Source: an optimization exercise on an open RTL-to-GDS flow (aim: small area, a short achievable clock period and few clock cycles). Production flows keep margins and buffers that such runs may drop.
Function was checked by simulation only, so behaviour that the tests miss may differ from the original.
Power is estimated from default activity; no workload was simulated.

## alpha
==> flow/design.v (excerpt) <==
module hexcrc (
    input  wire        clk,
    input  wire        rst,           
    input  wire        start,         
    input  wire [31:0] start_addr,
    input  wire [31:0] end_addr,
    output reg         busy,
    input  wire        in_valid,
    input  wire [7:0]  in_data,
    input  wire        in_end,        
    output wire        in_ready,
    output reg         done,          
    output wire [1:0]  status,        
    output wire [3:0]  err_code,      
    output wire [15:0] crc            
);
    localparam LK = 5;             
    localparam [3:0] E_TOO_SHORT  = 4'd1,
                     E_BAD_START  = 4'd2,
                     E_BAD_DIGIT  = 4'd3,
                     E_LENGTH     = 4'd4,
                     E_CHECKSUM   = 4'd5,
                     E_UNKNOWN    = 4'd6,
                     E_BAD_ELA    = 4'd7,
                     E_AFTER_EOF  = 4'd8;
    localparam [1:0] L_LEAD    = 2'd0,   
                     L_RECORD  = 2'd1,   
                     L_COMMENT = 2'd2,   
                     L_OTHER   = 2'd3;   
    localparam [2:0] F_CNT  = 3'd0, F_AH = 3'd1, F_AL = 3'd2, F_TYPE = 3'd3,
                     F_DATA = 3'd4, F_CK = 3'd5, F_DONE = 3'd6, F_OVER = 3'd7;
    function [15:0] crc_step;
        input [7:0]  b;
        input [15:0] s;
        integer i;
        reg [15:0] t;
        begin
            t = s ^ {b, 8'h00};
            for (i = 0; i < 8; i = i + 1)
                t = t[15] ? ({t[14:0], 1'b0} ^ 16'h1021) : {t[14:0], 1'b0};
            crc_step = t;
        end
    endfunction
    reg        p_idle;
    reg        p_init;          
    reg        p_run;           
    reg        p_gap;           
    reg        p_t0;            
    reg        p_t1;            
    reg        p_ts;            
    reg        p_tail;          
    reg        rdy;
    reg        dv;              
    reg [31:0] win_start, win_end;
    reg [15:0] acc;             
    reg [31:0] cursor;          
    reg        cursor_set;
    reg [15:0] xaddr;           
    reg [32:0] addr;            
    reg        eof_seen;
    reg        stopped;         
    reg        refused;         
    reg        failed;
    reg [3:0]  fail_code;
    reg        tail_skip;       
    reg        lt_start_q, ge_end_q, lt_cur_q, gt_cur_q;
    reg        d_end, d_le, d_nc, d_hex, d_colon, d_hash;    
    reg [3:0]  d_val;
    reg [1:0]  lkind;
  ...
==> flow/config.mk <==
export PLATFORM = sky130hd
export DESIGN_NAME = hexcrc
export DESIGN_NICKNAME = hexcrc
export VERILOG_FILES = /design/flow/design.v
export SDC_FILE = /design/flow/constraint.sdc
export NUM_CORES = 4
export LEC_CHECK = 0
export CAP_MARGIN = 20
export CORE_MARGIN = 2
export CORE_UTILIZATION = 57
export CTS_CLUSTER_DIAMETER = 60
export CTS_CLUSTER_SIZE = 28
export PLACE_DENSITY = 0.7
export SETUP_SLACK_MARGIN = 4.2
export SLEW_MARGIN = 20
==> flow/constraint.sdc <==
create_clock -name core_clock -period 7.0 [get_ports {clk}]
set_input_delay 1.4000 -clock core_clock [delete_from_list [all_inputs] [get_ports {clk}]]
set_output_delay 1.4000 -clock core_clock [all_outputs]
set_load 0.01 [all_outputs]
standard.sh (not shown) runs the stock make flow with config.mk's settings and CLKGATE_MAP_FILE= SYNTH_SCRIPT=/design/flow/synth_recipe.tcl, a recipe that flattens the netlist after the stock synthesis.
==> flow/flow/run.sh <==
#!/bin/bash
# Standard layout (the standard.sh: standard synthesis, floorplan, place,
# CTS, route, finish), except that the port buffers are buf_1 cells instead of
# the delay cells buffer_ports picks by default.  Every port still gets its
# own buffer.  make's full output goes to standard.log in the work folder;
# ORFS keeps each step's log under orfs/logs/.
set -euo pipefail
export BUFFER_PORTS_ARGS="-buffer_cell sky130_fd_sc_hd__buf_1"
bash standard.sh > standard.log 2>&1
Testbench counts of alpha, summed over its fixed seeds: cycles 137,353.
The following lists how beta was set up differently from alpha:
--- a/flow/design.v
+++ b/flow/design.v
@@ -78,20 +78,18 @@
     reg [7:0]  nb;              
     reg        n_is2;
     reg        t_data, t_eof, t_ela, t_bad;
     reg        first_db;        
     reg        blw;             
     reg        gapped;          
     reg        c_lo_q;          
     reg        big_q;           
     reg        lonz_q;          
-    reg        eq_lo_q;         
-    reg        big_lo_q;        
     reg        big_pre_q;       
     reg        lonz_pre_q;      
     reg        stop_pend;       
     reg        refuse_pend;     
     assign in_ready = rdy;
     assign status   = {refused, failed};
     assign err_code = fail_code;
     assign crc      = acc;
     wire       consume  = dv && p_run;
@@ -230,23 +228,21 @@
             d_hex   <= (in_data >= "0" && in_data <= "9") ||
                        (in_data >= "A" && in_data <= "F") ||
                        (in_data >= "a" && in_data <= "f");
             d_val   <= in_data[6] ? (in_data[3:0] + 4'd9) : in_data[3:0];
             d_colon <= (in_data == ":");
             d_hash  <= (in_data == "#");
         end
         lt_start_q <= addr < {1'b0, win_start};
         ge_end_q   <= !(addr < {1'b0, win_end});
-        eq_lo_q    <= &d_lo[16:0];
-        big_lo_q   <= |d_lo[16:LK];
-        lt_cur_q   <= d_cur1[33] && !(eq_lo_q && (&d_hi));
+        lt_cur_q   <= d_cur1[33] && (addr != {1'b0, cursor});
         c_lo_q     <= d_lo[17];
-        big_pre_q  <= big_lo_q || (|d_hi[14:0]);
+        big_pre_q  <= |d_cur1[31:LK];
         lonz_pre_q <= |d_cur1[LK-1:0];
         gt_cur_q   <= !d_cur1[33];
     end
     always @(posedge clk) begin
         if (p_idle) begin
             win_start <= start_addr;
             win_end   <= end_addr;
             cursor    <= start_addr;
         end
## What came out
For alpha, the capturing instance or port of the critical path was lt_cur_q$_DFF_P_, unlike beta, where it was big_pre_q$_DFF_P_.
Worst setup path startpoint = addr[17]$_DFFE_PP_: alpha; worst setup path startpoint = addr[18]$_DFFE_PP_: beta
alpha → beta: via count saw an increase, number of DRC markers after the initial detailed-route iteration went up about 30%, CTS buffer count saw an increase, met3 track demand over resource increased by 1.2 points relative to the old numbers.
The number of cells produced by synthesis in beta was higher than what alpha gave.
alpha has a higher proportion of cell area occupied by registers than beta.
Taking alpha as the reference, in beta power share of the clock group saw an increase, die area about even, initial standard-cell utilization of the core closely matched the old numbers, power increased 1.3%.
Of beta and alpha, it is beta that has the higher share of the cycle needed by the critical path after routing.
There was hardly any difference in sequential power between beta and alpha.
Testbench counts of beta, summed over its fixed seeds: cycles 137,353.

## what the ideal ports hide
How much do the figures lean on ideal ports? The routed layouts below were timed once more, with nothing changed but the port constraints.
Step 1, drivers: a clkbuf_16 drives clk and a buf_2 each remaining input, both assumed.
Step 2 times the ports against the registers' clock, not the clock port: input delays grow and output delays shrink by t, the midpoint of the rising clock arrivals with the driver on.
Three values: ideal ports, drivers, drivers and shift; two values: the first two.
run | t, ns | slack for setup (ns) | worst hold slack (ns) | latest minus earliest clock arrival (ns)
alpha | 0.599 | 4.074 / 4.074 / 4.064 | 0.426 / 0.426 / 0.426 | 0.020 / 0.021
beta | 0.595 | 4.022 / 4.022 / 4.022 | 0.425 / 0.425 / 0.425 | 0.040 / 0.039
After both steps setup and hold are still met in every run listed. The setup slack of alpha, which loses most, moves by 0.000 ns with the drivers and by -0.010 ns with both steps.
